Source: an optimization exercise on an open RTL-to-GDS flow (aim: small area and a short achievable clock period). Production flows keep margins and buffers that such runs may drop.
The RTL was checked by simulation tests, not by an equivalence proof against the original design.

Setup of the reference run:
==> module hdmi_mixer, before the edit <==
module hdmi_mixer (
    input  wire        clk,
    input  wire        rst,
    input  wire [66:0] in_word,
    output wire        in_pop,
    input  wire        sel0,
    input  wire        sel1,
    input  wire [8:0]  gain0,
    input  wire [8:0]  gain1,
    output wire        out_hs,
    output wire        out_vs,
    output wire        out_de,
    output wire [7:0]  out_r,
    output wire [7:0]  out_g,
    output wire [7:0]  out_b
);
    integer k;
    reg        uc, pop_q;
    reg [15:0] u_pix0, u_pix1;            
    reg        u_hs, u_vs, u_de;
    assign in_pop = pop_q;
    always @(posedge clk) begin
        u_pix0 <= uc ? in_word[50:35] : in_word[18:3];
        u_pix1 <= uc ? in_word[66:51] : in_word[34:19];
        if (rst) begin
            uc    <= 1'b0;
            pop_q <= 1'b0;
            u_hs  <= 1'b0;
            u_vs  <= 1'b0;
            u_de  <= 1'b0;
        end else begin
            uc    <= ~uc;
            pop_q <= ~pop_q;
            if (!uc) begin
                u_hs <= in_word[0];
                u_vs <= in_word[1];
                u_de <= in_word[2];
            end
        end
    end
    reg [6:1] ta_hs, ta_vs, ta_de;
    always @(posedge clk) begin
        if (rst) begin
            ta_hs <= 6'd0;
            ta_vs <= 6'd0;
            ta_de <= 6'd0;
        end else if (uc) begin
            ta_hs <= {ta_hs[5:1], u_hs};
            ta_vs <= {ta_vs[5:1], u_vs};
            ta_de <= {ta_de[5:1], u_de};
        end
    end
    assign out_hs = ta_hs[6];
    assign out_vs = ta_vs[6];
    assign out_de = ta_de[6];
    wire sop = uc & u_de & ~ta_de[1];
    reg  sel_act0, sel_act1;
    wire s_eff0 = sop ? sel0 : sel_act0;
    wire s_eff1 = sop ? sel1 : sel_act1;
    always @(posedge clk) begin
        sel_act0 <= s_eff0;
        sel_act1 <= s_eff1;
    end
    reg [15:0] ch0 [1:4];
    reg [15:0] ch1 [1:4];
    reg [7:0]  cc0, cc1;                  
    always @(posedge clk) begin
        ch0[1] <= s_eff0 ? u_pix1 : u_pix0;
        ch1[1] <= s_eff1 ? u_pix1 : u_pix0;
        for (k = 2; k <= 4; k = k + 1) begin
            ch0[k] <= ch0[k-1];
            ch1[k] <= ch1[k-1];
        end
        cc0 <= ch0[4][15:8];
        cc1 <= ch1[4][15:8];
    end
    wire par = ~uc;
    reg [7:0] y0, cb0, cr0, y1, cb1, cr1;
    always @(posedge clk) begin
        y0  <= ch0[4][7:0];
        cb0 <= par ? cc0 : ch0[4][15:8];
        cr0 <= par ? ch0[4][15:8] : ch0[3][15:8];
        y1  <= ch1[4][7:0];
        cb1 <= par ? cc1 : ch1[4][15:8];
        cr1 <= par ? ch1[4][15:8] : ch1[3][15:8];
    end
    wire [16:0] y298_0, y298_1;
    wire [16:0] rc_0, gc_0;
    csc_pre u_pre0 (.y(y0), .cb(cb0), .cr(cr0), .y298(y298_0), .rc(rc_0), .gc(gc_0));
    wire [16:0] rc_1, gc_1;
    csc_pre u_pre1 (.y(y1), .cb(cb1), .cr(cr1), .y298(y298_1), .rc(rc_1), .gc(gc_1));
    reg [16:0] a0_y, a1_y;
    reg [7:0]  a0_cb, a1_cb;
    reg [16:0] a0_rc, a0_gc, a1_rc, a1_gc;
    always @(posedge clk) begin
        a0_y <= y298_0; a0_cb <= cb0; a0_rc <= rc_0; a0_gc <= gc_0;
        a1_y <= y298_1; a1_cb <= cb1; a1_rc <= rc_1; a1_gc <= gc_1;
    end
    wire [7:0] c0r, c0g, c0b, c1r, c1g, c1b;
    ycbcr2rgb u_csc0 (.y298(a0_y), .cb(a0_cb), .rc(a0_rc), .gc(a0_gc), .r(c0r), .g(c0g), .b(c0b));
    ycbcr2rgb u_csc1 (.y298(a1_y), .cb(a1_cb), .rc(a1_rc), .gc(a1_gc), .r(c1r), .g(c1g), .b(c1b));
    function [11:0] onehot4;
        input [7:0] v;
        integer i;
        begin
            for (i = 0; i < 4; i = i + 1)
                onehot4[3*i +: 3] = {v[2*i+1] & v[2*i], v[2*i+1] & ~v[2*i], ~v[2*i+1] & v[2*i]};
        end
    endfunction
    reg [11:0] q0r, q0g, q0b, q1r, q1g, q1b;
    always @(posedge clk) begin
        q0r <= onehot4(c0r); q0g <= onehot4(c0g); q0b <= onehot4(c0b);
        q1r <= onehot4(c1r); q1g <= onehot4(c1g); q1b <= onehot4(c1b);
    end
    reg  [8:0]  gain_act0, gain_act1;
    reg  [10:0] g3_act0, g3_act1;
    wire        gl = uc & ta_de[3] & ~ta_de[4];
    always @(posedge clk) begin
        if (gl) begin
            gain_act0 <= gain0;
            gain_act1 <= gain1;
            g3_act0   <= {2'b00, gain0} + {1'b0, gain0, 1'b0};
            g3_act1   <= {2'b00, gain1} + {1'b0, gain1, 1'b0};
        end
    end
    wire [16:0] m0r, m0g, m0b, m1r, m1g, m1b;
    umul8x9 u_m0r (.d(q0r), .g(gain_act0), .g3(g3_act0), .p(m0r));
    umul8x9 u_m0g (.d(q0g), .g(gain_act0), .g3(g3_act0), .p(m0g));
    umul8x9 u_m0b (.d(q0b), .g(gain_act0), .g3(g3_act0), .p(m0b));
    umul8x9 u_m1r (.d(q1r), .g(gain_act1), .g3(g3_act1), .p(m1r));
    umul8x9 u_m1g (.d(q1g), .g(gain_act1), .g3(g3_act1), .p(m1g));
    umul8x9 u_m1b (.d(q1b), .g(gain_act1), .g3(g3_act1), .p(m1b));
    reg [16:0] p0r, p0g, p0b, p1r, p1g, p1b;
    always @(posedge clk) begin
        p0r <= m0r; p0g <= m0g; p0b <= m0b;
        p1r <= m1r; p1g <= m1g; p1b <= m1b;
    end
    wire [7:0] m_r, m_g, m_b;
    mix_sum u_sum_r (.p0(p0r), .p1(p1r), .v(m_r));
    mix_sum u_sum_g (.p0(p0g), .p1(p1g), .v(m_g));
    mix_sum u_sum_b (.p0(p0b), .p1(p1b), .v(m_b));
    reg [23:0] o1, o2, o3;
    always @(posedge clk) begin
        o1 <= {m_r, m_g, m_b};
        o2 <= o1;
        o3 <= o2;
    end
    assign out_r = o3[23:16];
    assign out_g = o3[15:8];
    assign out_b = o3[7:0];
endmodule
==> flow/config.mk <==
export PLATFORM = sky130hd
export DESIGN_NAME = hdmi_mixer
export DESIGN_NICKNAME = hdmi_mixer
export VERILOG_FILES = /design/flow/design.v
export SDC_FILE = /design/flow/constraint.sdc
export NUM_CORES = 4
export LEC_CHECK = 0
export CAP_MARGIN = 20
export CORE_MARGIN = 2
export CORE_UTILIZATION = 55
export CTS_BUF_LIST = sky130_fd_sc_hd__clkbuf_16
export CTS_CLUSTER_DIAMETER = 100
export CTS_CLUSTER_SIZE = 30
export PLACE_DENSITY = 0.7
export SLEW_MARGIN = 20
export SYNTH_HIERARCHICAL = 1
export SYNTH_MINIMUM_KEEP_SIZE = 0
==> flow/constraint.sdc <==
create_clock -name core_clock -period 11.0 [get_ports {clk}]
set_input_delay 2.2000 -clock core_clock [delete_from_list [all_inputs] [get_ports {clk}]]
set_output_delay 2.2000 -clock core_clock [all_outputs]
set_load 0.01 [all_outputs]
standard.sh (not shown) runs the stock make flow with config.mk's settings and CLKGATE_MAP_FILE= SYNTH_SCRIPT=/design/flow/synth_recipe.tcl, a recipe that flattens the netlist after the stock synthesis.
==> flow/flow/run.sh <==
#!/bin/bash
# The standard layout (standard.sh), with two changes to how it is made:
# - timing repair aims below the clock period: repair_timing treats paths with
#   less than SETUP_SLACK_MARGIN ns of slack at the design's 11 ns clock as
#   failing, so it sizes up and buffers the slowest ones. The clock, the SDC
#   and every constraint are the design's own.
# - every input and output port gets a buf_2 cell as its port buffer
#   (buffer_ports otherwise picks clkdlybuf4s50_1, a delay cell).
# make's whole output goes to standard_make.log; ORFS keeps each step's log
# under orfs/logs/.
set -euo pipefail
bash standard.sh SETUP_SLACK_MARGIN=7.6 'BUFFER_PORTS_ARGS=-buffer_cell sky130_fd_sc_hd__buf_2' finish > standard_make.log 2>&1
The reference run: done, clean on timing, DRC and antenna
Inputs modified between the reference run and the trial run:
--- a/flow/design.v
+++ b/flow/design.v
@@ -537,7 +537,12 @@
     reg  [10:0] g3_act0, g3_act1;
     wire        gl = uc & ta_de[3] & ~ta_de[4];
     always @(posedge clk) begin
-        if (gl) begin
+        if (rst) begin
+            gain_act0 <= 9'd128;
+            gain_act1 <= 9'd128;
+            g3_act0   <= 11'd384;
+            g3_act1   <= 11'd384;
+        end else if (gl) begin
             gain_act0 <= gain0;
             gain_act1 <= gain1;
             g3_act0   <= {2'b00, gain0} + {1'b0, gain0, 1'b0};
[summary]
- | post-CTS setup buffer count | higher: the reference run |
- Re count of clock-net buffers in the final layout: the trial run is about 7% down on the reference run.
- Final weighted congestion in routability-driven placement shrinks by a few percent when moving from the reference run to the trial run.
- Taking the reference run as the reference, in the trial run cell area after layout lower, clock period minus final worst setup slack lower, worst relative slew slack lower, wire length higher, share of the final layout cell area in multi-input gates higher.
- Going from the reference run to the trial run, final-layout fill cell count increased 67; utilization decreased 0.58 points.
- Lower compound-cell area share of the yosys netlist was reported by the reference run, not the trial run.
- In the tables for the reference run and the trial run, number of CTS-inserted buffers reads lower with the trial run.

what the ideal ports hide:
Ports are ideal in the flow. The routed layouts listed here were re-timed in OpenROAD. Step 1 (the two cells are an assumption about what drives the block):
set clk [get_ports {clk}]
set_driving_cell -lib_cell sky130_fd_sc_hd__clkbuf_16 $clk
set_driving_cell -lib_cell sky130_fd_sc_hd__buf_2 [delete_from_list [all_inputs] $clk]
Step 2 times the ports against the registers' clock, not the clock port: input delays grow and output delays shrink by t, the midpoint of the rising clock arrivals with the driver on. Slacks: no drivers / after step 1 / after step 2; pairs: no drivers / after step 1.
| run | shift t [ns] | setup WS [ns] | worst hold slack (ns) | clock arrival spread, ns |
|---|---|---|---|---|
| the reference run | 0.707 | 7.645 / 7.623 / 6.969 | 0.316 / 0.316 / 0.316 | 0.028 / 0.028 |
| the trial run | 0.695 | 7.651 / 7.587 / 7.187 | 0.324 / 0.324 / 0.324 | 0.059 / 0.060 |
After both steps setup and hold are still met in every run listed. For the reference run, which loses most, drivers alone change the setup slack by -0.022 ns; drivers and shift together by -0.676 ns.
